What follows belongs to an exercise in optimizing a design on an open flow for small area, a short achievable clock period and few clock cycles; a production flow would make more cautious choices. At most, simulation tests tie the RTL to the original design; equivalence was not proved. Power figures rest on the tool's default switching activity, not on a simulated workload.

Design nes_bankbus, start of the top module:
module nes_bankbus (
    input             clk,
    input             rst,
    input      [7:0]  cfg_song,
    input      [7:0]  cfg_region,
    input      [15:0] cfg_init_addr,
    input      [15:0] cfg_play_addr,
    input      [15:0] cfg_load_addr,
    input      [15:0] cfg_vec_nmi,
    input      [15:0] cfg_vec_irq,
    input      [63:0] cfg_bank_init,
    input      [20:0] cfg_file_len,
    input             req_valid,
    output reg        req_ready,
    input      [1:0]  req_op,       
    input      [15:0] req_addr,
    input      [7:0]  req_wdata,
    output reg        resp_valid,
    output reg [7:0]  resp_rdata,
    output reg        resp_err,
    output reg        fault,
    output reg        fault_io,
    output reg        apu_valid,
    output     [15:0] apu_addr,
    output     [7:0]  apu_data,
    output reg        mem_en,
    output reg        mem_we,
    output reg [16:0] mem_addr,
    output reg [7:0]  mem_wdata,
    input      [7:0]  mem_rdata,
    output reg        file_en,
    output reg [20:0] file_addr,
    input      [7:0]  file_rdata,
    input             file_bad
);
Settings: LEC_CHECK=0, ABC_AREA=1, CAP_MARGIN=20, CORE_MARGIN=2, CORE_UTILIZATION=40, PLACE_DENSITY=0.6, SLEW_MARGIN=20; clock period 12.0 ns.
standard.sh (not shown) runs the stock make flow with config.mk's settings and CLKGATE_MAP_FILE= SYNTH_SCRIPT=/design/flow/synth_recipe.tcl, a recipe that flattens the netlist after the stock synthesis.
==> flow/flow/run.sh <==
#!/bin/bash
# Standard ORFS layout, but the input and output port buffers are buf_2 cells
# instead of the default delay buffers. Each tool's output goes to a log here.
set -o pipefail
bash standard.sh "BUFFER_PORTS_ARGS=-buffer_cell sky130_fd_sc_hd__buf_2" finish > standard.log 2>&1
The baseline produced a clean layout.
==> next run, changes <==
==> flow/flow/run.sh (replaced) <==
#!/bin/bash
# Standard ORFS layout, but the input and output port buffers are buf_2 cells
# instead of the default delay buffers, and the clock tree uses clkbuf_8
# buffers without dummy loads. Each tool's output goes to a log here.
set -o pipefail
bash standard.sh "BUFFER_PORTS_ARGS=-buffer_cell sky130_fd_sc_hd__buf_2" \
  "CTS_ARGS=-sink_clustering_enable -repair_clock_nets -buf_list sky130_fd_sc_hd__clkbuf_8 -root_buf sky130_fd_sc_hd__clkbuf_8 -dont_use_dummy_load" \
  finish > standard.log 2>&1
Result: Wire length is about the same. Clock-buffer cell count is unchanged. Power came out lower by 15%. Sequential power stays flat. Core utilization came out lower by 1.2 points. Combinational power hardly moves.
No run of this note included a check of the RTL's function; only the layout flow was run.

========
orange:
nes_bankbus, a different RTL version from the one above (not shown whole).
Size: roughly 2000 cells after synthesis, ~180 flip-flops, about 310 I/O pins, ~13000 um2 of cells after synthesis.
Design nes_bankbus, start of the top module:
module nes_bankbus (
    input             clk,
    input             rst,
    input      [7:0]  cfg_song,
    input      [7:0]  cfg_region,
    input      [15:0] cfg_init_addr,
    input      [15:0] cfg_play_addr,
    input      [15:0] cfg_load_addr,
    input      [15:0] cfg_vec_nmi,
    input      [15:0] cfg_vec_irq,
    input      [63:0] cfg_bank_init,
    input      [20:0] cfg_file_len,
    input             req_valid,
    output reg        req_ready,
    input      [1:0]  req_op,       
    input      [15:0] req_addr,
    input      [7:0]  req_wdata,
    output reg        resp_valid,
    output reg [7:0]  resp_rdata,
    output reg        resp_err,
    output reg        fault,
    output reg        fault_io,
    output reg        apu_valid,
    output     [15:0] apu_addr,
    output     [7:0]  apu_data,
    output reg        mem_en,
    output reg        mem_we,
    output reg [16:0] mem_addr,
    output reg [7:0]  mem_wdata,
    input      [7:0]  mem_rdata,
    output reg        file_en,
    output reg [20:0] file_addr,
    input      [7:0]  file_rdata,
    input             file_bad
);
    localparam S_IDLE = 0;    
    localparam S_ROM  = 1;    
    localparam S_BRD  = 2;    
    localparam S_RD1  = 3;    
    localparam S_RD2  = 4;    
    localparam S_BW0  = 5;    
    localparam S_BW1  = 6;    
    localparam S_BW2  = 7;    
    localparam S_BW3  = 8;    
    localparam S_ZST  = 9;    
    localparam S_ZERO = 10;   
    localparam S_LBS  = 11;   
    localparam S_SRCH = 12;   
    localparam S_FILL = 13;   
    localparam S_FEND = 14;   
    localparam NS = 15;
    reg [NS-1:0] st;
    reg [NS-1:0] nst;
    reg        rst_q;            
    reg [2:0]  kreg;             
    reg        lb_init;          
    reg        banked;           
    reg        flat;             
    reg        ffirst;           
    reg        err;              
    reg        sgn;              
    reg [3:0]  cs;               
  ...
clock: 12.0 ns
lec_check: 0
abc_area: 1
cap_margin: 20
core_margin: 2
core_utilization: 40
place_density: 0.6
slew_margin: 20
==> flow/flow/run.sh <==
#!/bin/bash
# Standard ORFS layout, but the input and output port buffers are buf_2 cells
# instead of the default delay buffers, the clock tree uses clkbuf_8 buffers
# in small clusters without dummy loads, and timing repair aims for 8.6 ns of
# setup slack at the design's 12 ns clock. Each tool's output goes to a log
# here.
set -o pipefail
bash standard.sh "BUFFER_PORTS_ARGS=-buffer_cell sky130_fd_sc_hd__buf_2" \
  "CTS_ARGS=-sink_clustering_enable -repair_clock_nets -buf_list sky130_fd_sc_hd__clkbuf_8 -root_buf sky130_fd_sc_hd__clkbuf_8 -dont_use_dummy_load -sink_clustering_size 12" \
  "SETUP_SLACK_MARGIN=8.6" \
  finish > standard.log 2>&1
Inputs modified between orange and red:
==> flow/flow/run.sh <==
#!/bin/bash
# Standard ORFS layout, but the input and output port buffers are buf_2 cells
# instead of the default delay buffers, the clock tree uses clkbuf_8 buffers
# in small clusters without dummy loads, and timing repair aims for 9.0 ns of
# setup slack at the design's 12 ns clock. Each tool's output goes to a log
# here.
set -o pipefail
bash standard.sh "BUFFER_PORTS_ARGS=-buffer_cell sky130_fd_sc_hd__buf_2" \
  "CTS_ARGS=-sink_clustering_enable -repair_clock_nets -buf_list sky130_fd_sc_hd__clkbuf_8 -root_buf sky130_fd_sc_hd__clkbuf_8 -dont_use_dummy_load -sink_clustering_size 12" \
  "SETUP_SLACK_MARGIN=9.0" \
  finish > standard.log 2>&1
[summary]
Changes observed in red relative to orange: minimum clock period grew by 0.0059 ns; final worst slack shows a reduction of 0.0059 ns; synthesis-to-layout area growth higher; sum of routed wire length over all layers saw an increase; clock insertion delay at the later pin of the skew report held steady. Taking orange as the reference, in red share of total power in combinational logic increased 2.4 points, via count of the first global-routing pass increased 408. red: clock share of power lower than orange.
Function was not checked in any run of this note: the RTL went through the layout flow alone.

========
Setup of the reference run:
nes_bankbus, a different RTL version from the one above (not shown whole).
Size: about 1,600 cells after synthesis, about 210 flip-flops, ~310 I/O pins, roughly 0.014 mm² of cells after synthesis.
Settings: LEC_CHECK=0, CAP_MARGIN=20, CORE_MARGIN=2, CORE_UTILIZATION=40, PLACE_DENSITY=0.6, SLEW_MARGIN=20; clock period 12.0 ns.
==> flow/flow/run.sh <==
#!/bin/bash
# Standard ORFS layout, but the input and output port buffers are buf_1 cells
# instead of the default delay buffers, the clock tree uses clkbuf_8 buffers
# in clusters of 14 sinks without dummy loads, and timing repair aims for
# 8.55 ns of setup slack at the design's 12 ns clock. Each tool's output goes
# to a log here.
set -o pipefail
bash standard.sh "BUFFER_PORTS_ARGS=-buffer_cell sky130_fd_sc_hd__buf_1" \
  "CTS_ARGS=-sink_clustering_enable -repair_clock_nets -buf_list sky130_fd_sc_hd__clkbuf_8 -root_buf sky130_fd_sc_hd__clkbuf_8 -dont_use_dummy_load -sink_clustering_size 14 -sink_clustering_max_diameter 70" \
  "SETUP_SLACK_MARGIN=8.55" \
  finish > standard.log 2>&1
Testbench counts of the reference run, summed over its fixed seeds: cycles 545,789.
### the reference run -> the trial run
- ABC_AREA newly set to 1
==> flow/flow/run.sh <==
#!/bin/bash
# Standard ORFS layout, but the input and output port buffers are buf_1 cells
# instead of the default delay buffers, the clock tree uses clkbuf_8 buffers
# in clusters of 16 sinks without dummy loads, and timing repair aims for
# 8.4 ns of setup slack at the design's 12 ns clock. Each tool's output goes
# to a log here.
set -o pipefail
bash standard.sh "BUFFER_PORTS_ARGS=-buffer_cell sky130_fd_sc_hd__buf_1" \
  "CTS_ARGS=-sink_clustering_enable -repair_clock_nets -buf_list sky130_fd_sc_hd__clkbuf_8 -root_buf sky130_fd_sc_hd__clkbuf_8 -dont_use_dummy_load -sink_clustering_size 16 -sink_clustering_max_diameter 80" \
  "SETUP_SLACK_MARGIN=8.4" \
  finish > standard.log 2>&1
--- outcome ---
Compared with the reference run, the trial run shows data arrival at the endpoint of the critical path lower by 0.02 ns.
Delta (the trial run minus the reference run): minimum clock period moved down; slew at the pin closest to its max-slew limit now sits lower; final cell count increased by 561 relative to the old numbers.
Minimum setup slack in the final design is lower on the reference run

========
nes_bankbus again, from the RTL that the note above started with.
export LEC_CHECK = 0
export ABC_AREA = 1
export CAP_MARGIN = 20
export CORE_MARGIN = 2
export CORE_UTILIZATION = 40
export PLACE_DENSITY = 0.6
export SLEW_MARGIN = 20
create_clock -name core_clock -period 12.0 [get_ports {clk}]
==> flow/flow/run.sh <==
#!/bin/bash
# Standard ORFS layout, but the input and output port buffers are buf_1 cells
# instead of the default delay buffers, the clock tree uses clkbuf_8 buffers
# in clusters of 20 sinks without dummy loads, and timing repair aims for
# 8.6 ns of setup slack at the design's 12 ns clock. Each tool's output goes
# to a log here.
set -o pipefail
bash standard.sh "BUFFER_PORTS_ARGS=-buffer_cell sky130_fd_sc_hd__buf_1" \
  "CTS_ARGS=-sink_clustering_enable -repair_clock_nets -buf_list sky130_fd_sc_hd__clkbuf_8 -root_buf sky130_fd_sc_hd__clkbuf_8 -dont_use_dummy_load -sink_clustering_size 20" \
  "SETUP_SLACK_MARGIN=8.6" \
  finish > standard.log 2>&1
Testbench counts at the start, summed over its fixed seeds: cycles 545,789.
Next try:
==> flow/flow/run.sh (replaced) <==
#!/bin/bash
# Standard ORFS layout, but the input and output port buffers are buf_1 cells
# instead of the default delay buffers, the clock tree uses clkbuf_8 buffers
# in clusters of 12 sinks without dummy loads, and timing repair aims for
# 8.4 ns of setup slack at the design's 12 ns clock. Each tool's output goes
# to a log here.
set -o pipefail
bash standard.sh "BUFFER_PORTS_ARGS=-buffer_cell sky130_fd_sc_hd__buf_1" \
  "CTS_ARGS=-sink_clustering_enable -repair_clock_nets -buf_list sky130_fd_sc_hd__clkbuf_8 -root_buf sky130_fd_sc_hd__clkbuf_8 -dont_use_dummy_load -sink_clustering_size 12" \
  "SETUP_SLACK_MARGIN=8.4" \
  finish > standard.log 2>&1
Hold slack is worse by 0.0053 ns.
Die area is unchanged.
Total power goes down by 7.0%.
Next try:
==> flow/flow/run.sh (replaced) <==
#!/bin/bash
# Standard ORFS layout, but the input and output port buffers are buf_1 cells
# instead of the default delay buffers, the clock tree uses clkbuf_8 buffers
# in clusters of 14 sinks without dummy loads, and timing repair aims for
# 8.4 ns of setup slack at the design's 12 ns clock. Each tool's output goes
# to a log here.
set -o pipefail
bash standard.sh "BUFFER_PORTS_ARGS=-buffer_cell sky130_fd_sc_hd__buf_1" \
  "CTS_ARGS=-sink_clustering_enable -repair_clock_nets -buf_list sky130_fd_sc_hd__clkbuf_8 -root_buf sky130_fd_sc_hd__clkbuf_8 -dont_use_dummy_load -sink_clustering_size 14 -sink_clustering_max_diameter 70" \
  "SETUP_SLACK_MARGIN=8.4" \
  finish > standard.log 2>&1
- CORE_UTILIZATION: 40 -> 30
- PLACE_DENSITY: 0.6 -> 0.5
Result:
- synthesized cell count does not change
- setup slack got worse by 0.039 ns
- final area goes up by 2.1%

## separate check: timing with driven ports
Ports are ideal in the flow. The routed layouts listed here were re-timed in OpenROAD.
Step 1 assumes that a clkbuf_16 drives the clock port and a buf_2 every other input.
Step 2 times the ports against the registers' clock, not the clock port: input delays grow and output delays shrink by t, the midpoint of the rising clock arrivals with the driver on.
Slacks: ideal ports / drivers / drivers and shift; pairs: ideal ports / drivers.
run | shift t [ns] | setup slack, ns | clock arrival spread, ns | cell pins on the clock port's net
the first run of note 1 | 0.500 | 8.208 / 8.161 / 7.981 | 0.018 / 0.018 | 1
the second run of note 1 | 0.529 | 8.162 / 8.121 / 7.980 | 0.056 / 0.056 | 1
orange | 0.512 | 8.450 / 8.406 / 8.129 | 0.048 / 0.047 | 1
red | 0.518 | 8.444 / 8.405 / 8.284 | 0.029 / 0.029 | 1
the reference run | 0.577 | 8.336 / 8.290 / 8.017 | 0.065 / 0.065 | 1
the trial run | 0.595 | 8.356 / 8.302 / 7.959 | 0.038 / 0.038 | 1
the first run of note 4 | 0.607 | 8.367 / 8.313 / 8.156 | 0.063 / 0.063 | 1
the second run of note 4 | 0.577 | 8.368 / 8.316 / 7.994 | 0.033 / 0.033 | 1
the third run of note 4 | 0.642 | 8.329 / 8.274 / 7.962 | 0.052 / 0.052 | 1
After both steps setup and hold are still met in every run listed. For the trial run, which loses most, drivers alone change the setup slack by -0.054 ns; drivers and shift together by -0.397 ns.
